This design comes from an exercise in tuning for small area, a short achievable clock period and few clock cycles per item on the open sky130 flow, not from production work. The RTL was checked by simulation tests, not by an equivalence proof against the original design. Power is estimated from default activity; no workload was simulated.

==> flow/config.mk <==
export PLATFORM = sky130hd
export DESIGN_NAME = fxu
export DESIGN_NICKNAME = fxu
export VERILOG_FILES = /design/flow/design.v
export SDC_FILE = /design/flow/constraint.sdc
export NUM_CORES = 4
export LEC_CHECK = 0
export CAP_MARGIN = 40
export CORE_MARGIN = 2
export CORE_UTILIZATION = 30
export PLACE_DENSITY = 0.45
export SLEW_MARGIN = 40
==> flow/constraint.sdc <==
create_clock -name core_clock -period 12.0 [get_ports {clk}]
set_input_delay 2.4000 -clock core_clock [delete_from_list [all_inputs] [get_ports {clk}]]
set_output_delay 2.4000 -clock core_clock [all_outputs]
set_load 0.01 [all_outputs]
==> flow/design.v <==
module fxu (
    input  wire        clk,
    input  wire        rst,           
    input  wire        in_valid,
    output reg         in_ready,
    input  wire [31:0] op_in,
    input  wire [64:0] a_in,
    input  wire [64:0] b_in,
    output reg         out_valid,
    output reg  [7:0]  code_out,      
    output reg  [64:0] r_out,         
    output reg         rs_out,        
    output reg  [6:0]  rw_out         
);
    localparam [7:0] C_OK      = 8'h00;
    localparam [7:0] C_RANGE   = 8'h01;
    localparam [7:0] C_DIVZERO = 8'h02;
    localparam [7:0] C_NEG     = 8'h03;
    localparam [7:0] C_WIDTH   = 8'h04;
    localparam [7:0] C_ILLEGAL = 8'h30;
    localparam [3:0] F_MAKE = 4'd0,  F_TOS = 4'd1,  F_TOU = 4'd2,  F_WIDEN = 4'd3,
                     F_NARROW = 4'd4, F_SHL = 4'd5, F_SHR = 4'd6,  F_ADD = 4'd7,
                     F_SUB = 4'd8,  F_MUL = 4'd9,  F_DIV = 4'd10, F_SQRT = 4'd11;
    localparam [4:0] S_IDLE = 5'd0,  S_EX   = 5'd1,  S_DAL  = 5'd2,  S_DIV  = 5'd3,
                     S_SQ   = 5'd4,  S_SQF  = 5'd5,  S_MUL  = 5'd6,  S_DN1  = 5'd7,
                     S_DN2  = 5'd8,  S_DN3  = 5'd9,  S_DN4  = 5'd10, S_DN5  = 5'd11,
                     S_DSU  = 5'd12, S_DQ1  = 5'd13, S_NEGR = 5'd14, S_SN1  = 5'd15,
                     S_SN2  = 5'd16, S_SN3  = 5'd17;
    localparam [1:0] A_HOLD = 2'd0, A_IN = 2'd1, A_T = 2'd2, A_ZERO = 2'd3;
    localparam [2:0] B_HOLD = 3'd0, B_IN = 3'd1, B_SH = 3'd2, B_SRF = 3'd3, B_SHL2 = 3'd4;
    localparam [2:0] R_HOLD = 3'd0, R_A = 3'd1, R_SH = 3'd2, R_T = 3'd3, R_QS = 3'd4,
                     R_MS = 3'd5, R_ZERO = 3'd6;
    reg [4:0]  state;
    reg [31:0] op_r;
    reg [64:0] a_r;
    reg [64:0] b_r;
    reg [6:0]  cnt;
    reg        prev;        
    reg        negq;        
    reg        multi_r;     
    wire [3:0] unit = op_r[31:28];
    wire [3:0] func = op_r[27:24];
    wire       sa   = op_r[23];
    wire [6:0] wa   = op_r[22:16];
    wire       sb   = op_r[15];
    wire [6:0] wb   = op_r[14:8];
    wire [6:0] n    = op_r[6:0];
    wire accept = in_valid && in_ready && !rst;
    function [64:0] hmask(input [6:0] w);
        integer i;
        begin
            for (i = 0; i < 65; i = i + 1)
                hmask[i] = (i >= w);
        end
    endfunction
    function fitsf(input [64:0] v, input s, input [6:0] w);
        reg [64:0] m;
        begin
            m = hmask(w);
            fitsf = ((v & m) == 65'd0) ||
                    (s && ((v | ~m) == {65{1'b1}}) && ((v & ~m) != 65'd0));
        end
    endfunction
    function [6:0] lzc64(input [63:0] x);
        reg [31:0] v1; reg [31:0] z1;
        reg [15:0] v2; reg [31:0] z2;
        reg [7:0]  v3; reg [23:0] z3;
        reg [3:0]  v4; reg [15:0] z4;
        reg [1:0]  v5; reg [9:0]  z5;
        reg        v6; reg [5:0]  z6;
        integer i;
        begin
            for (i = 0; i < 32; i = i + 1) begin
                v1[i] = x[2*i+1] | x[2*i];
                z1[i] = ~x[2*i+1];
            end
            for (i = 0; i < 16; i = i + 1) begin
                v2[i] = v1[2*i+1] | v1[2*i];
                z2[2*i +: 2] = v1[2*i+1] ? {1'b0, z1[2*i+1]} : {1'b1, z1[2*i]};
            end
            for (i = 0; i < 8; i = i + 1) begin
                v3[i] = v2[2*i+1] | v2[2*i];
                z3[3*i +: 3] = v2[2*i+1] ? {1'b0, z2[2*(2*i+1) +: 2]} : {1'b1, z2[2*(2*i) +: 2]};
            end
            for (i = 0; i < 4; i = i + 1) begin
                v4[i] = v3[2*i+1] | v3[2*i];
                z4[4*i +: 4] = v3[2*i+1] ? {1'b0, z3[3*(2*i+1) +: 3]} : {1'b1, z3[3*(2*i) +: 3]};
            end
            for (i = 0; i < 2; i = i + 1) begin
                v5[i] = v4[2*i+1] | v4[2*i];
                z5[5*i +: 5] = v4[2*i+1] ? {1'b0, z4[4*(2*i+1) +: 4]} : {1'b1, z4[4*(2*i) +: 4]};
            end
            v6 = v5[1] | v5[0];
            z6 = v5[1] ? {1'b0, z5[9:5]} : {1'b1, z5[4:0]};
            lzc64 = v6 ? {1'b0, z6} : 7'd64;
        end
    endfunction
    wire two_op = (func == F_ADD) || (func == F_SUB) || (func == F_MUL) || (func == F_DIV);
    reg legal;
    always @(*) begin
        legal = (unit == 4'd0) && (func <= F_SQRT) && (wa >= 7'd1) && (wa <= 7'd64);
        if (two_op && (wb < 7'd1 || wb > 7'd64)) legal = 1'b0;
        case (func)
            F_MAKE:   if (op_r[15:0] != 16'd0) legal = 1'b0;
            F_TOS:    if (op_r[15:0] != 16'd0 || sa) legal = 1'b0;
            F_TOU:    if (op_r[15:0] != 16'd0 || !sa) legal = 1'b0;
            F_WIDEN, F_NARROW, F_SHL, F_SHR:
                      if (op_r[15:7] != 9'd0) legal = 1'b0;
            F_ADD, F_SUB, F_MUL:
                      if (op_r[7:0] != 8'd0) legal = 1'b0;
            F_DIV:    if (op_r[7]) legal = 1'b0;
            F_SQRT:   if (op_r[15:7] != 9'd0 || sa) legal = 1'b0;
            default:  legal = 1'b0;
        endcase
    end
    wire       n_in_wa = (n >= 7'd1) && (n <= wa);
    wire [6:0] w_eff   = (func == F_NARROW && n_in_wa) ? n : wa;
    wire a_fits = fitsf(a_r, sa, w_eff);
    wire b_fits = fitsf(b_r, sb, wb);
    wire [6:0] wmax = (wa > wb) ? wa : wb;
    wire [7:0] wa_n  = {1'b0, wa} + {1'b0, n};
    wire [7:0] wa_wb = {1'b0, wa} + {1'b0, wb};
    wire       n_bad = (n == 7'd0) || (n > 7'd64);
    wire       b_zero = (b_r == 65'd0);
    wire [6:0] lza = lzc64(a_r[63:0]);
    wire [6:0] lzb = lzc64(b_r[63:0]);
    wire [5:0] sq_k = 6'd32 - {1'b0, lza[6:1]};
    wire [8:0] dv_s = {2'b00, lzb} - {2'b00, lza} + 9'd1;   
    wire [7:0] n_p1 = {1'b0, n} + 8'd1;
    wire       dv_zero = dv_s[8] || (dv_s == 9'd0);
    wire       dv_cap = !dv_s[8] && (dv_s[7:0] > n_p1);
    wire [6:0] dv_m1 = dv_cap ? n : (dv_s[6:0] - 7'd1);    
    reg [7:0] code_ex;
    reg       rs_ex;
    reg [6:0] rw_ex;
    always @(*) begin
        code_ex = C_OK;
        rs_ex   = sa;
        rw_ex   = wa;
        case (func)
            F_TOS:    rs_ex = 1'b1;
            F_TOU:    rs_ex = 1'b0;
            F_WIDEN:  rw_ex = n;
            F_NARROW: rw_ex = n;
            F_SHL:    rw_ex = wa_n[6:0];
            F_SHR:    rw_ex = wa - n;
            F_ADD:    begin rs_ex = sa | sb; rw_ex = wmax + 7'd1; end
            F_SUB:    begin rs_ex = 1'b1; rw_ex = (sa | sb) ? wmax + 7'd1 : wmax; end
            F_MUL:    begin rs_ex = sa | sb; rw_ex = wa_wb[6:0]; end
            F_DIV:    begin rs_ex = sa | sb; rw_ex = n; end
            F_SQRT:   begin rs_ex = 1'b0; rw_ex = n; end
            default:  ;
        endcase
        if (!legal)
            code_ex = C_ILLEGAL;
        else if (!a_fits)
            code_ex = C_RANGE;
        else if (two_op && !b_fits)
            code_ex = C_RANGE;
        else begin
            case (func)
                F_TOU:    if (a_r[64]) code_ex = C_NEG;
                F_WIDEN:  if (n < wa || n > 7'd64) code_ex = C_WIDTH;
                F_NARROW: if (!n_in_wa) code_ex = C_WIDTH;
                F_SHL:    if (wa_n > 8'd64) code_ex = C_WIDTH;
                F_SHR:    if (n >= wa) code_ex = C_WIDTH;
                F_ADD:    if (wmax == 7'd64) code_ex = C_WIDTH;
                F_SUB:    if ((sa | sb) && wmax == 7'd64) code_ex = C_WIDTH;
                F_MUL:    if (wa_wb > 8'd64) code_ex = C_WIDTH;
                F_DIV:    if (n_bad) code_ex = C_WIDTH;
                          else if (b_zero) code_ex = C_DIVZERO;
                F_SQRT:   if (n_bad) code_ex = C_WIDTH;
                          else if ({1'b0, sq_k} > n) code_ex = C_RANGE;
                default:  ;
            endcase
        end
    end
    wire ok_ex = (code_ex == C_OK);
    wire [3:0] f_in = op_in[27:24];
    wire multi_in = (f_in == F_MUL) || (f_in == F_DIV) || (f_in == F_SQRT) ||
                    (f_in == F_SHR && a_in[64]);
    reg [1:0] sh_src;      
    reg       sh_dir;      
    reg [5:0] sh_amt;
    reg       add_inv;
    reg       add_dbl;
    reg [64:0] sh_in, sh_x, sh_y, sh_out;
    integer k;
    always @(*) begin
        case (sh_src)
            2'd0:    sh_in = a_r;
            2'd1:    sh_in = b_r;
            default: sh_in = r_out;
        endcase
        for (k = 0; k < 65; k = k + 1)
            sh_x[k] = sh_dir ? sh_in[64-k] : sh_in[k];
        sh_y = sh_x << sh_amt;
        for (k = 0; k < 65; k = k + 1)
            sh_out[k] = sh_dir ? sh_y[64-k] : sh_y[k];
    end
    wire [64:0] add_y = add_dbl ? {b_r[63:0], 1'b0} : b_r;
    wire [64:0] T     = a_r + (add_y ^ {65{add_inv}}) + {64'd0, add_inv};
    wire        take  = ~T[64];
    reg        sr_en, sr_den, sr_take;
    reg [5:0]  sr_j;
    reg [33:0] dec;
    reg [64:0] srf;
    always @(*) begin
        for (k = 0; k < 34; k = k + 1)
            dec[k] = sr_den && (k < 33) && (sr_j == k);
        for (k = 0; k < 33; k = k + 1)
            srf[2*k] = dec[k] ? sr_take : (dec[k+1] ? 1'b1 : ((k < 32) ? (b_r[2*k+1] & sr_en) : 1'b0));
        for (k = 0; k < 32; k = k + 1)
            srf[2*k+1] = dec[k+1] ? 1'b0 : (b_r[2*k+2] & sr_en);
    end
    wire bz_all0 = (r_out[64:1] == 64'd0);
    wire bz_all1 = (r_out[64:1] == {64{1'b1}});
    wire mul_last = bz_all0 | bz_all1;
    wire mul_last_nx = (r_out[64:3] == 62'd0) | (r_out[64:3] == {62{1'b1}});
    wire a_last = (a_r[64:1] == 64'd0) | (a_r[64:1] == {64{1'b1}});
    wire bd_nz  = ~((r_out[1] & r_out[0] & prev) | (~r_out[1] & ~r_out[0] & ~prev));
    wire bd_neg = r_out[1] & ~(r_out[0] & prev);
    wire bd_dbl = (r_out[1] & ~r_out[0] & ~prev) | (~r_out[1] & r_out[0] & prev);
    reg [4:0] ns;
    reg       rdy_n;
    reg       fin;
    reg [1:0] a_sel;
    reg [2:0] b_sel, r_sel;
    reg       wr_type;
    reg [7:0] code_n;
    reg       rs_n;
    reg [6:0] rw_n;
    reg       cnt_we;
    reg [6:0] cnt_n;
    reg       negq_we;
    always @(*) begin
        ns = state; rdy_n = 1'b0; fin = 1'b0;
        a_sel = A_HOLD; b_sel = B_HOLD; r_sel = R_HOLD;
        wr_type = 1'b0; code_n = C_OK; rs_n = 1'b0; rw_n = 7'd0;
        cnt_we = 1'b0; cnt_n = cnt; negq_we = 1'b0;
        sh_src = 2'd0; sh_dir = 1'b0; sh_amt = 6'd0;
        add_inv = 1'b0; add_dbl = 1'b0;
        sr_en = 1'b1; sr_den = 1'b0; sr_take = 1'b0; sr_j = cnt[5:0];
        case (state)
            S_IDLE: ;
            S_EX: begin
                wr_type = 1'b1;
                code_n  = code_ex;
                rs_n    = ok_ex ? rs_ex : 1'b0;
                rw_n    = ok_ex ? rw_ex : 7'd0;
                add_inv = (func == F_SUB);
                sh_src  = 2'd0;
                sh_dir  = (func == F_SHR);
                sh_amt  = n[5:0];
                if (!ok_ex) begin
                    fin = 1'b1; r_sel = R_ZERO; ns = S_IDLE;
                end else if (!multi_r) begin
                    fin = 1'b1; ns = S_IDLE;
                    if (func == F_ADD || func == F_SUB) r_sel = R_T;
                    else if (func == F_SHL || func == F_SHR) r_sel = R_SH;
                    else r_sel = R_A;
                end else begin
                    case (func)
                        F_MUL: begin
                            r_sel = R_A; a_sel = A_ZERO; ns = S_MUL;
                            rdy_n = a_last;
                        end
                        F_SQRT: begin
                            if (lza == 7'd64) begin
                                fin = 1'b1; r_sel = R_A; ns = S_IDLE;
                            end else begin
                                b_sel = B_SRF; sr_en = 1'b0; sr_den = 1'b1;
                                sr_j = sq_k; cnt_we = 1'b1; cnt_n = {1'b0, sq_k} - 7'd1;
                                ns = S_SQ;
                            end
                        end
                        F_DIV: begin
                            negq_we = 1'b1;
                            if (a_r[64] || b_r[64]) ns = S_DN1;
                            else if (dv_zero) begin
                                fin = 1'b1; r_sel = R_ZERO; ns = S_IDLE;
                            end else begin
                                cnt_we = 1'b1; cnt_n = dv_m1; ns = S_DAL;
                            end
                        end
                        default: ns = S_SN1;    
                    endcase
                end
            end
            S_DSU: begin
                if (dv_zero) begin
                    fin = 1'b1; r_sel = R_ZERO; ns = S_IDLE;
                end else begin
                    cnt_we = 1'b1; cnt_n = dv_m1; ns = S_DAL;
                end
            end
            S_DAL: begin
                sh_src = 2'd1; sh_amt = cnt[5:0];
                b_sel = B_SH; r_sel = R_ZERO; ns = S_DIV;
                rdy_n = (cnt == 7'd0) && !negq;
            end
            S_DIV: begin
                add_inv = 1'b1;
                if (take && cnt >= n) begin
                    fin = 1'b1; r_sel = R_ZERO; ns = S_IDLE;
                    wr_type = 1'b1; code_n = C_RANGE;
                end else begin
                    if (take) a_sel = A_T;
                    b_sel = B_SRF; r_sel = R_QS;
                    cnt_we = 1'b1; cnt_n = cnt - 7'd1;
                    rdy_n = (cnt == 7'd1) && !negq;
                    if (cnt == 7'd0) begin
                        if (negq) ns = S_DQ1;
                        else begin fin = 1'b1; ns = S_IDLE; end
                    end
                end
            end
            S_DQ1: begin
                sh_src = 2'd2; b_sel = B_SH; a_sel = A_ZERO; ns = S_NEGR; rdy_n = 1'b1;
            end
            S_NEGR: begin
                add_inv = 1'b1; r_sel = R_T; fin = 1'b1; ns = S_IDLE;
            end
            S_SQ: begin
                add_inv = 1'b1;
                if (take) a_sel = A_T;
                b_sel = B_SRF; sr_den = 1'b1; sr_take = take;
                cnt_we = 1'b1; cnt_n = cnt - 7'd1;
                if (cnt == 7'd0) begin ns = S_SQF; rdy_n = 1'b1; end
            end
            S_SQF: begin
                sh_src = 2'd1; r_sel = R_SH; fin = 1'b1; ns = S_IDLE;
            end
            S_MUL: begin
                add_inv = bd_neg; add_dbl = bd_dbl;
                if (bd_nz) a_sel = A_T;
                b_sel = B_SHL2;
                if (mul_last) begin
                    r_sel = bd_nz ? R_T : R_A; fin = 1'b1; ns = S_IDLE;
                end else begin
                    r_sel = R_MS; rdy_n = mul_last_nx;
                end
            end
            S_DN1: begin r_sel = R_A; a_sel = A_ZERO; ns = S_DN2; end
            S_DN2: begin add_inv = b_r[64]; a_sel = A_T; ns = S_DN3; end
            S_DN3: begin sh_src = 2'd2; b_sel = B_SH; r_sel = R_A; a_sel = A_ZERO; ns = S_DN4; end
            S_DN4: begin add_inv = b_r[64]; a_sel = A_T; ns = S_DN5; end
            S_DN5: begin sh_src = 2'd2; b_sel = B_SH; ns = S_DSU; end
            S_SN1: begin sh_src = 2'd0; b_sel = B_SH; a_sel = A_ZERO; ns = S_SN2; end
            S_SN2: begin add_inv = 1'b1; a_sel = A_T; ns = S_SN3; end
            S_SN3: begin
                sh_src = 2'd0; sh_dir = 1'b1; sh_amt = n[5:0];
                b_sel = B_SH; a_sel = A_ZERO; ns = S_NEGR; rdy_n = 1'b1;
            end
            default: ns = S_IDLE;
        endcase
        if (ns == S_IDLE) rdy_n = 1'b1;
        if (accept) begin
            ns = S_EX; rdy_n = !multi_in;
            a_sel = A_IN; b_sel = B_IN;
        end
    end
    always @(posedge clk) begin
        if (rst) begin
            state     <= S_IDLE;
            out_valid <= 1'b0;
            in_ready  <= 1'b1;
        end else begin
            state     <= ns;
            out_valid <= fin;
            in_ready  <= rdy_n;
        end
        if (accept) begin
            op_r    <= op_in;
            multi_r <= multi_in;
        end
        case (a_sel)
            A_IN:    a_r <= a_in;
            A_T:     a_r <= T;
            A_ZERO:  a_r <= 65'd0;
            default: ;
        endcase
        case (b_sel)
            B_IN:    b_r <= b_in;
            B_SH:    b_r <= sh_out;
            B_SRF:   b_r <= srf;
            B_SHL2:  b_r <= {b_r[62:0], 2'b00};
            default: ;
        endcase
        case (r_sel)
            R_A:     r_out <= a_r;
            R_SH:    r_out <= sh_out;
            R_T:     r_out <= T;
            R_QS:    r_out <= {r_out[63:0], take};
            R_MS:    r_out <= {{2{r_out[64]}}, r_out[64:2]};
            R_ZERO:  r_out <= 65'd0;
            default: ;
        endcase
        if (wr_type) begin
            code_out <= code_n;
            rs_out   <= rs_n;
            rw_out   <= rw_n;
        end
        if (cnt_we)  cnt  <= cnt_n;
        if (negq_we) negq <= a_r[64] ^ b_r[64];
        if (state == S_EX) prev <= 1'b0;
        else if (state == S_MUL) prev <= r_out[1];
    end
endmodule
==> flow/run.sh <==
#!/bin/bash
# synth_recipe.tcl (not shown) runs the flow's synth.tcl, then flattens the netlist and writes it again
# the make line also repeats each setting of config.mk as NAME=value (left out here)
make -C /OpenROAD-flow-scripts/flow DESIGN_CONFIG=/design/flow/config.mk WORK_HOME=/design/flow/orfs CLKGATE_MAP_FILE= SYNTH_SCRIPT=/design/flow/synth_recipe.tcl finish
==> results of run 1 <==
## stage by stage
step | instance area [sq um] | utilization | power [W] | setup slack, ns | instances
after floorplan | 39410 | - | 0.001838 | 3.389 | 5246
after global placement | 44090 | 0.3392 | 0.002583 | 2.566 | 6941
after detailed placement | 44370 | 0.3414 | 0.002577 | 3.208 | 6946
after CTS | 45720 | 0.3518 | 0.003864 | 3.190 | 7019
after global routing | 45860 | 0.3528 | 0.004003 | 2.798 | 7021
final | 45880 | 0.3530 | 0.003952 | 2.961 | 7028
## worst max path at each step
| stage | startpoint | endpoint | slack, ns | cells after the start |
|---|---|---|---|---|
| floorplan | r_out[1]$_DFFE_PP_ | b_r[0]$_DFFE_PP_ | 3.39 | 22 |
| detailed placement | a_r[22]$_DFFE_PP_ | a_r[62]$_DFFE_PP_ | 3.21 | 22 |
| global placement | a_r[30]$_DFFE_PP_ | a_r[51]$_DFFE_PP_ | 2.57 | 22 |
| CTS | a_r[22]$_DFFE_PP_ | a_r[62]$_DFFE_PP_ | 3.19 | 22 |
| global route | a_r[30]$_DFFE_PP_ | a_r[62]$_DFFE_PP_ | 2.80 | 23 |
| finish | a_r[19]$_DFFE_PP_ | a_r[62]$_DFFE_PP_ | 2.96 | 22 |
## where the power goes
| part | switching, W | internal, W | total (W) |
|---|---|---|---|
| sequential | 0.0000828 | 0.00103 | 0.00112 |
| combinational | 0.00107 | 0.000473 | 0.00154 |
| clock | 0.000550 | 0.000743 | 0.00129 |
| total | 0.00170 | 0.00225 | 0.00395 |
## cells in the final DEF, fill, tap and decap left out, drive strengths merged, types with 35 or more instances in the layout
cell type / count
a211o: 50
a211oi: 58
a21o: 76
a21oi: 455
a221oi: 41
a222oi: 64
a22oi: 75
a31oi: 93
and2: 37
buf: 260
clkbuf: 50
clkdlybuf4s50: 244
edfxtp: 248
ha: 133
inv: 143
mux2: 52
mux2i: 182
mux4: 63
nand2: 474
nand2b: 47
nand3: 130
nand4: 74
nor2: 475
nor2b: 35
nor3: 102
nor4: 84
o211ai: 118
o21a: 35
o21ai: 347
o22ai: 61
o311a: 38
o311ai: 68
o31ai: 84
or3: 85
xnor2: 121
xor2: 45
## area by class of cell
type,instances,share of cell area
antenna,7,0.0003818
clock buffer,50,0.02403
clock inverter,23,0.005400
inverter,144,0.01178
multi-input combinational,4302,0.6476
sequential,256,0.1658
tap,1742,0.04751
timing repair buffer,504,0.09745
## flip-flops by register name (all words and copies together) (netlist names), 4 cells and up
signal,cells
a_r,65
b_r,65
cnt,7
code_out,4
op_r,32
r_out,65
rw_out,7
state,5
## metal layers
metal / track usage / part of all wire / vias to the layer above
li1: - / - / 20450
met3: 0.1649 / 0.14 / 1068
met2: 0.6084 / 0.40 / 4368
met4: 0.2505 / 0.074 / 22
met5: 0 / 0.00040 / -
met1: 0.5452 / 0.38 / 24860
## worst max-delay path: cells and delay by family (launching register included)
kind / cells / cell delay [ns]
simple gates: 9 / 3.64
compound gates: 8 / 2.41
flops: 1 / 0.73
fa+ha+maj: 2 / 0.68
buf+inv: 2 / 0.66
xor+xnor: 1 / 0.51
## cells by family after synthesis
| family | after synthesis | share of synthesized area |
|---|---|---|
| AO/OA/AOI/OAI | 1991 | 0.3501 |
| XOR/XNOR | 166 | 0.03690 |
| adder cells (fa/ha/maj) | 141 | 0.04554 |
| buffers and inverters | 688 | 0.06872 |
| flip-flops | 256 | 0.1931 |
| multiplexers | 297 | 0.09710 |
| other | 1 | 0.00009517 |
| AND/OR/NAND/NOR | 1704 | 0.2085 |
==> impl_metrics.py, run 1 <==
metrics = {
    "drt": {
        "routed_wl_mm": 302.1,
        "ant_nets": 0,
        "drtIter0Drc": 9027,
        "dr.pass1.iters": 10,
        "detail_route.wl_per_cell_microns": 42.98,
        "viasPerCell": 7.223,
        "via_count": 50760,
        "remaining_drc_errors": 0,
    },
    "clock_network": {
        "cts_setup_buffers": 0,
        "cts_resized": 0,
        "root_buffer": "clkbuf_16",
        "cts_buffers": 41,
        "cts_tree": "yes",
        "postCtsHoldBufs": 0,
        "htree_levels": 2,
        "clock_sinks": 256,
        "clk_latency_ns": 0.65,
        "cts_buffer_depth": 3,
        "clk_pin_slew_ns": 0.06,
    },
    "synthesis": {
        "async_reset_ff_frac": 0,
        "synth_top_area_cell": "edfxtp_1",
        "synth_seq_cells": 256,
        "avgSynthCellArea_sq_um": 7.514,
        "synth.most_common_cell": "nor2_1",
        "yosysSeqAreaShare": 0.1931,
        "ys.flop_type": "edfxtp_1",
        "synth_cells": 5244,
        "syn-cell-area_sq_mm": 0.03940,
        "synth_common_cells": "nor2_1, nand2_1, a21oi_1",
        "synth_cell_types": 99,
        "synthDominantCellAreaShare": 0.1890,
        "synth_edf_count": 248,
        "synth_area_leaders": "edfxtp_1, a21oi_1, mux2i_1, nor2_1, nand2_1",
        "yosysWarnings": 1,
    },
    "floorplan": {
        "die_area_sq_mm": 0.1343,
        "die_h_microns": 366.4,
        "num_io_pins": 248,
        "num_rows": 132,
        "initial_core_util": 0.3031,
        "core_sq_mm": 0.1300,
        "die_x_microns": 366.4,
    },
    "setup_path": {
        "critPathKind": "register to register",
        "max_stage_delay_ns": 0.81,
        "worst_ep_arrival_time_ns": 9.40,
        "path_cells": "nor4_1, nand4_1, o311ai_2, a211oi_1, a21oi_1, ha_1, o21ai_0, nor3b_1, xor2_2, ha_1, and4_1, a311oi_1, nand3_1, o21a_1, and4_1, nand3_1, o21ai_4, nor4b_1, or4b_4, buf_12, buf_4, o31ai_1",
        "crit_slowest_cell": "nor4_1",
        "critical_path_required_ns": 12.36,
        "rrSetupSlack_ns": 2.96,
        "reg2reg_to": "a_r[62]$_DFFE_PP_",
        "end_kind": "register",
        "start_kind": "register",
        "worst_r2r_startpoint": "a_r[19]$_DFFE_PP_",
        "worst-r2r-cell-count": 22,
        "critPathMaxFanout": 72,
    },
    "timing": {
        "post-route-period-util": 0.7532,
        "fin_skew_ns": 0.02393,
        "setup_violations": 0,
        "max_freq_mhz": 110.6,
        "worst_slew_pin_slew_ns": 1.005,
        "hold_viol_final": 0,
        "rsz0062_at_grt": "false",
        "report.final.slew_viol_count": 0,
        "slew_headroom": 0.3110,
        "hold-worst-slack_ns": 0.5340,
        "fin_crit_ns": 9.039,
        "tns_ns": 0,
    },
    "cells_and_area": {
        "synthToLayoutAreaGrowth_pct": 16.43,
        "seq_area_sq_mm": 0.007607,
        "multi_input_area_sq_mm": 0.02971,
        "drive_above_1_share": 0.1163,
        "final_nets": 5552,
        "num-fill-cells": 13860,
    },
    "power_and_ir_drop": {
        "ir_drop_v": 0.00009355,
        "p_leak_nw": 16.32,
        "power_density_mw_per_mm2": 86.14,
    },
    "global_route": {
        "track_usage": 0.4277,
        "grt_pass1_wl_mm": 404.7,
        "antenna_found_initial": 31,
        "grt_overflow_total": 0,
        "grt_pass1_vias": 46740,
        "grt_max_degree": 87,
    },
    "flow_run": {
        "maxCapViolCount": 0,
    },
    "placed_design": {
        "io_buffers": 244,
        "post-dp-hpwl_mm": 229.5,
        "gp_congestion": 1.066,
    },
    "status": {
        "status": "timing/DRC/antenna clean",
    },
    "worst_hold_path": {
        "hold_class": "register to register",
        "hold_path_end": "prev$_SDFFE_PP0P_",
        "min_path_cells": 2,
        "hp-start": "prev$_SDFFE_PP0P_",
    },
}
Testbench counts, summed over its fixed seeds: cycles 33,662, items 4,800.
==> inputs of run 2 (changes only) <==
--- a/flow/design.v
+++ b/flow/design.v
@@ -25,7 +25,8 @@
                      S_SQ   = 5'd4,  S_SQF  = 5'd5,  S_MUL  = 5'd6,  S_DN1  = 5'd7,
                      S_DN2  = 5'd8,  S_DN3  = 5'd9,  S_DN4  = 5'd10, S_DN5  = 5'd11,
                      S_DSU  = 5'd12, S_DQ1  = 5'd13, S_NEGR = 5'd14, S_SN1  = 5'd15,
-                     S_SN2  = 5'd16, S_SN3  = 5'd17;
+                     S_SN2  = 5'd16, S_SN3  = 5'd17, S_MSW  = 5'd18,
+                     S_ERR  = 5'd19;
     localparam [1:0] A_HOLD = 2'd0, A_IN = 2'd1, A_T = 2'd2, A_ZERO = 2'd3;
     localparam [2:0] B_HOLD = 3'd0, B_IN = 3'd1, B_SH = 3'd2, B_SRF = 3'd3, B_SHL2 = 3'd4;
     localparam [2:0] R_HOLD = 3'd0, R_A = 3'd1, R_SH = 3'd2, R_T = 3'd3, R_QS = 3'd4,
@@ -38,6 +39,8 @@
     reg        prev;        
     reg        negq;        
     reg        multi_r;     
+    reg        afit_r;      
+    reg        bfit_r;      
     wire [3:0] unit = op_r[31:28];
     wire [3:0] func = op_r[27:24];
     wire       sa   = op_r[23];
@@ -114,9 +117,8 @@
         endcase
     end
     wire       n_in_wa = (n >= 7'd1) && (n <= wa);
-    wire [6:0] w_eff   = (func == F_NARROW && n_in_wa) ? n : wa;
-    wire a_fits = fitsf(a_r, sa, w_eff);
-    wire b_fits = fitsf(b_r, sb, wb);
+    wire a_fits = afit_r;
+    wire b_fits = bfit_r;
     wire [6:0] wmax = (wa > wb) ? wa : wb;
     wire [7:0] wa_n  = {1'b0, wa} + {1'b0, n};
     wire [7:0] wa_wb = {1'b0, wa} + {1'b0, wb};
@@ -124,7 +126,8 @@
     wire       b_zero = (b_r == 65'd0);
     wire [6:0] lza = lzc64(a_r[63:0]);
     wire [6:0] lzb = lzc64(b_r[63:0]);
-    wire [5:0] sq_k = 6'd32 - {1'b0, lza[6:1]};
+    wire [5:0] sq_k0 = 6'd32 - {1'b0, lza[6:1]};
+    wire [5:0] sq_k  = (lza == 7'd64) ? 6'd1 : sq_k0;
     wire [8:0] dv_s = {2'b00, lzb} - {2'b00, lza} + 9'd1;   
     wire [7:0] n_p1 = {1'b0, n} + 8'd1;
     wire       dv_zero = dv_s[8] || (dv_s == 9'd0);
@@ -170,7 +173,7 @@
                 F_DIV:    if (n_bad) code_ex = C_WIDTH;
                           else if (b_zero) code_ex = C_DIVZERO;
                 F_SQRT:   if (n_bad) code_ex = C_WIDTH;
-                          else if ({1'b0, sq_k} > n) code_ex = C_RANGE;
+                          else if ({1'b0, sq_k0} > n) code_ex = C_RANGE;
                 default:  ;
             endcase
         end
@@ -179,6 +182,11 @@
     wire [3:0] f_in = op_in[27:24];
     wire multi_in = (f_in == F_MUL) || (f_in == F_DIV) || (f_in == F_SQRT) ||
                     (f_in == F_SHR && a_in[64]);
+    wire [6:0] n_i  = op_in[6:0];
+    wire [6:0] wa_i = op_in[22:16];
+    wire [6:0] weff_i = (f_in == F_NARROW && n_i >= 7'd1 && n_i <= wa_i) ? n_i : wa_i;
+    wire afit_in = fitsf(a_in, op_in[23], weff_i);
+    wire bfit_in = fitsf(b_in, op_in[15], op_in[14:8]);
     reg [1:0] sh_src;      
     reg       sh_dir;      
     reg [5:0] sh_amt;
@@ -252,44 +260,46 @@
                 sh_src  = 2'd0;
                 sh_dir  = (func == F_SHR);
                 sh_amt  = n[5:0];
-                if (!ok_ex) begin
-                    fin = 1'b1; r_sel = R_ZERO; ns = S_IDLE;
-                end else if (!multi_r) begin
+                if (!multi_r) begin
                     fin = 1'b1; ns = S_IDLE;
-                    if (func == F_ADD || func == F_SUB) r_sel = R_T;
+                    if (!ok_ex) r_sel = R_ZERO;
+                    else if (func == F_ADD || func == F_SUB) r_sel = R_T;
                     else if (func == F_SHL || func == F_SHR) r_sel = R_SH;
                     else r_sel = R_A;
                 end else begin
                     case (func)
                         F_MUL: begin
-                            r_sel = R_A; a_sel = A_ZERO; ns = S_MUL;
-                            rdy_n = a_last;
-                        end
-                        F_SQRT: begin
-                            if (lza == 7'd64) begin
-                                fin = 1'b1; r_sel = R_A; ns = S_IDLE;
+                            if (wb < wa) begin
+                                sh_src = 2'd1; r_sel = R_SH; ns = S_MSW;
                             end else begin
-                                b_sel = B_SRF; sr_en = 1'b0; sr_den = 1'b1;
-                                sr_j = sq_k; cnt_we = 1'b1; cnt_n = {1'b0, sq_k} - 7'd1;
-                                ns = S_SQ;
+                                r_sel = R_A; a_sel = A_ZERO; ns = S_MUL;
+                                rdy_n = a_last;
                             end
                         end
+                        F_SQRT: begin
+                            b_sel = B_SRF; sr_en = 1'b0; sr_den = 1'b1;
+                            sr_j = sq_k; cnt_we = 1'b1; cnt_n = {1'b0, sq_k} - 7'd1;
+                            ns = S_SQ;
+                        end
                         F_DIV: begin
                             negq_we = 1'b1;
                             if (a_r[64] || b_r[64]) ns = S_DN1;
-                            else if (dv_zero) begin
-                                fin = 1'b1; r_sel = R_ZERO; ns = S_IDLE;
-                            end else begin
+                            else if (dv_zero) ns = S_ERR;
+                            else begin
                                 cnt_we = 1'b1; cnt_n = dv_m1; ns = S_DAL;
                             end
                         end
                         default: ns = S_SN1;    
                     endcase
+                    if (!ok_ex) begin ns = S_ERR; rdy_n = 1'b1; end
                 end
             end
+            S_ERR: begin
+                r_sel = R_ZERO; fin = 1'b1; ns = S_IDLE;
+            end
             S_DSU: begin
                 if (dv_zero) begin
-                    fin = 1'b1; r_sel = R_ZERO; ns = S_IDLE;
+                    ns = S_ERR; rdy_n = 1'b1;
                 end else begin
                     cnt_we = 1'b1; cnt_n = dv_m1; ns = S_DAL;
                 end
@@ -301,18 +311,17 @@
             end
             S_DIV: begin
                 add_inv = 1'b1;
+                if (take) a_sel = A_T;
+                b_sel = B_SRF; r_sel = R_QS;
+                cnt_we = 1'b1; cnt_n = cnt - 7'd1;
+                rdy_n = (cnt == 7'd1) && !negq;
+                if (cnt == 7'd0) begin
+                    if (negq) ns = S_DQ1;
+                    else begin fin = 1'b1; ns = S_IDLE; end
+                end
                 if (take && cnt >= n) begin
-                    fin = 1'b1; r_sel = R_ZERO; ns = S_IDLE;
                     wr_type = 1'b1; code_n = C_RANGE;
-                end else begin
-                    if (take) a_sel = A_T;
-                    b_sel = B_SRF; r_sel = R_QS;
-                    cnt_we = 1'b1; cnt_n = cnt - 7'd1;
-                    rdy_n = (cnt == 7'd1) && !negq;
-                    if (cnt == 7'd0) begin
-                        if (negq) ns = S_DQ1;
-                        else begin fin = 1'b1; ns = S_IDLE; end
-                    end
+                    ns = S_ERR; rdy_n = 1'b1;
                 end
             end
             S_DQ1: begin
@@ -331,6 +340,10 @@
             S_SQF: begin
                 sh_src = 2'd1; r_sel = R_SH; fin = 1'b1; ns = S_IDLE;
             end
+            S_MSW: begin
+                sh_src = 2'd0; b_sel = B_SH; a_sel = A_ZERO; ns = S_MUL;
+                rdy_n = mul_last;
+            end
             S_MUL: begin
                 add_inv = bd_neg; add_dbl = bd_dbl;
                 if (bd_nz) a_sel = A_T;
@@ -373,6 +386,8 @@
         if (accept) begin
             op_r    <= op_in;
             multi_r <= multi_in;
+            afit_r  <= afit_in;
+            bfit_r  <= bfit_in;
         end
         case (a_sel)
             A_IN:    a_r <= a_in;
--- a/flow/config.mk
+++ b/flow/config.mk
@@ -5,8 +5,10 @@
 export SDC_FILE = /design/flow/constraint.sdc
 export NUM_CORES = 4
 export LEC_CHECK = 0
+export ABC_CLOCK_PERIOD_IN_PS = 3000
 export CAP_MARGIN = 40
 export CORE_MARGIN = 2
 export CORE_UTILIZATION = 30
 export PLACE_DENSITY = 0.45
+export SETUP_SLACK_MARGIN = 5
 export SLEW_MARGIN = 40
==> run 2 against run 1 <==
  * Non-clock buffer count is 17 lower
  * Via count is 2.5% higher
  * Worst hold slack worse by 0.0059 ns
  * Largest power group unchanged
  * Highest routed layer unchanged
==> impl_metrics.py, run 2 <==
metrics = {
    "drt": {
        "routed_wl_mm": 303.9,
        "ant_nets": 0,
        "dr.pass1.iters": 10,
        "via_count": 52050,
        "drtIter0Drc": 9162,
        "viasPerCell": 7.253,
        "detail_route.wl_per_cell_microns": 42.35,
        "remaining_drc_errors": 0,
    },
    "synthesis": {
        "synth_top_area_cell": "edfxtp_1",
        "syn-cell-area_sq_mm": 0.03874,
        "synth_seq_cells": 258,
        "synthMuxAreaShare": 0.05406,
        "async_reset_ff_frac": 0,
        "synth_area_leaders": "edfxtp_1, a21oi_1, nand2_1, nor2_1, o21ai_0",
        "synthDominantCellAreaShare": 0.1938,
        "synth_common_cells": "nand2_1, nor2_1, a21oi_1",
        "synth_cells": 5363,
        "yosys.area_share.simple": 0.2513,
        "synth-compound-area-share": 0.3510,
        "avgSynthCellArea_sq_um": 7.224,
        "synth_cell_types": 120,
        "yosysSeqAreaShare": 0.1979,
        "synth_adder_area_share": 0.04735,
        "synth.most_common_cell": "nand2_1",
        "yosysWarnings": 1,
        "synth_xor_area_frac": 0.03914,
        "synth_edf_count": 250,
        "ys.flop_type": "edfxtp_1",
        "synth_top_family_by_area": "compound AO/OA/AOI/OAI gates",
    },
    "floorplan": {
        "core_sq_mm": 0.1278,
        "die_x_microns": 363.4,
        "num_rows": 131,
        "die_h_microns": 363.4,
        "num_io_pins": 248,
        "initial_core_util": 0.3030,
        "die_area_sq_mm": 0.1320,
    },
    "setup_path": {
        "rrSetupSlack_ns": 4.79,
        "critPathKind": "register to register",
        "worst-r2r-cell-count": 15,
        "worst_ep_arrival_time_ns": 7.70,
        "start_kind": "register",
        "worst_r2r_startpoint": "op_r[22]$_DFFE_PP_",
        "end_kind": "register",
        "reg2reg_to": "b_r[32]$_DFFE_PP_",
        "critPathMaxFanout": 53,
        "critical_path_required_ns": 12.49,
    },
    "timing": {
        "hold_viol_final": 0,
        "report.final.slew_viol_count": 0,
        "post-route-period-util": 0.6005,
        "rsz0062_at_grt": "true",
        "fin_crit_ns": 7.206,
        "slew_headroom": 0.3225,
        "fin_skew_ns": 0.04270,
        "max_freq_mhz": 138.8,
        "tns_ns": 0,
        "worst_slew_pin_slew_ns": 1.006,
        "setup_violations": 0,
    },
    "clock_network": {
        "postCtsHoldBufs": 0,
        "cts_buffer_depth": 3,
        "clk_pin_slew_ns": 0.06,
        "clock_sinks": 258,
        "htree_levels": 2,
        "cts_buffers": 41,
        "cts_tree": "yes",
        "clk_latency_ns": 0.67,
        "root_buffer": "clkbuf_16",
    },
    "power_and_ir_drop": {
        "power_density_mw_per_mm2": 272.4,
        "p_leak_nw": 16.54,
        "netSwitchingFraction": 0.6216,
        "ir_drop_v": 0.0001102,
        "seq_power_share": 0.186,
        "p_switching_w": 0.007756,
        "p_comb_frac": 0.709,
        "p_int_w": 0.004722,
        "power_frac_clock": 0.104,
    },
    "cells_and_area": {
        "synthToLayoutAreaGrowth_pct": 18.23,
        "seq_area_sq_mm": 0.007667,
        "final_core_util": 0.3583,
        "drive_above_1_share": 0.1050,
        "final_nets": 5770,
        "final_common_cell": "nand2_1",
        "multi_input_area_sq_mm": 0.02974,
        "final_cell_mix": "nand2_1, nor2_1, a21oi_1",
        "top_regs": "a_r x65, b_r x65, r_out x65",
        "num-fill-cells": 13700,
    },
    "global_route": {
        "grt_overflow_total": 0,
        "grt_pass1_wl_mm": 406.8,
        "track_usage": 0.4408,
        "grt_max_degree": 151,
        "antenna_found_initial": 33,
        "grt_pass1_vias": 46950,
    },
    "worst_hold_path": {
        "hp-start": "prev$_SDFFE_PP0P_",
        "hold_class": "register to register",
        "min_path_cells": 2,
        "hold_path_end": "prev$_SDFFE_PP0P_",
    },
    "flow_run": {
        "maxCapViolCount": 0,
    },
    "placed_design": {
        "post-dp-hpwl_mm": 237.8,
        "io_buffers": 244,
        "gp_congestion": 1.095,
    },
    "status": {
        "status": "timing/DRC/antenna clean",
    },
}
## run 2: repair_timing
action,4_1_cts,5_1_grt
endpoints found under the setup margin,316,213
pin swaps,3,5
gates cloned,1,0
buffers inserted,29,18
resized for setup,53,31
## run 2: routing by layer
layer,global-route usage,vias up,wire [microns]
li1,-,20990,-
met2,0.5983,4476,117400
met5,0,-,106
met1,0.5921,25580,121900
met3,0.1516,990,41960
met4,0.2682,16,22490
## run 2: critical path: stages, from the launching register on
cell and delay [ns]:
edfxtp_1 0.67, inv_1 0.13, ha_1 0.49, nand4_1 0.21, a21oi_2 0.45, o31a_2 0.45, buf_4 0.63, o22ai_1 0.29
o211ai_1 0.61, a21oi_1 0.32, o21ai_0 0.87, nand4_1 0.27, o311a_1 0.35, mux2i_1 0.78, a221oi_1 0.25, a21oi_1 0.21
## run 2: cells by family after synthesis
family | Yosys count
AOI/OAI and AO/OA | 2007
xor gates and xnor gates | 169
adders and majority gates | 144
buffers and inverters | 583
DFF | 258
muxes | 201
other | 1
and+or+nand+nor | 2000
## run 2: how the worst max path moves through the flow
stage	from	end	slack (ns)	cells after the start
after CTS	op_r[25]$_DFFE_PP_	a_r[31]$_DFFE_PP_	5.00	18
after detailed placement	op_r[25]$_DFFE_PP_	a_r[36]$_DFFE_PP_	3.94	17
after floorplan	a_r[27]$_DFFE_PP_	r_out[0]$_DFFE_PP_	5.01	21
after global placement	a_r[38]$_DFFE_PP_	r_out[40]$_DFFE_PP_	3.88	19
after global routing	b_r[33]$_DFFE_PP_	cnt[5]$_DFFE_PP_	4.95	24
final	op_r[22]$_DFFE_PP_	b_r[32]$_DFFE_PP_	4.79	15
## run 2: area by class of cell
cell class              count  area share
clock buffers              50     0.02314
flip-flops and latches    258      0.1674
well taps                1662     0.04540
diodes                     19    0.001038
inverters                 150     0.01235
repair buffers            487     0.09501
clock inverters            26    0.006256
multi-input cells        4525      0.6494
## run 2: power groups by stage
stage / clock network, W / logic (W) / registers [W]
floorplan: 0 / 0.00433 / 0.00173
global placement: 0 / 0.00806 / 0.00229
detailed placement: 0 / 0.00810 / 0.00227
CTS: 0.00130 / 0.00825 / 0.00223
global route: 0.00132 / 0.00894 / 0.00225
finish: 0.00130 / 0.00885 / 0.00232
## run 2: stage by stage
stage	cells	setup WS (ns)	instance area [sq um]	hold WS [ns]	total power, W
2_1_floorplan	5365	5.012	38750	0.4773	0.006059
3_3_place_gp	7024	3.877	43210	0.5088	0.01035
3_5_place_dp	7032	3.941	43560	0.5093	0.01037
4_1_cts	7138	5.001	45420	0.5180	0.01177
5_1_grt	7158	4.951	45760	0.5662	0.01251
6_report	7177	4.794	45800	0.5281	0.01248
Testbench counts of run 2, summed over its fixed seeds: cycles 32,418, items 4,800.

==> port drivers added, routing unchanged <==
No port has a modelled driver above. Below, the same layouts with a new extraction and two added sets of constraints.
Step 1 assumes that a clkbuf_16 drives the clock port and a buf_2 every other input.
Step 2 moves the port delays by t, midway between the first and last clock arrival at a register: inputs arrive t later, outputs are due t later. That takes back most of the time a late clock gives input paths.
Three values: ideal ports, drivers, drivers and shift; two values: the first two.
run | shift t [ns] | slack for setup (ns) | cell pins on the clock port's net
run 1 | 0.713 | 2.961 / 2.961 / 2.961 | 1
run 2 | 0.730 | 4.794 / 4.794 / 4.529 | 1
After both steps every run listed still meets setup and hold. The setup slack of run 2, which loses most, moves by 0.000 ns with the drivers and by -0.265 ns with both steps.
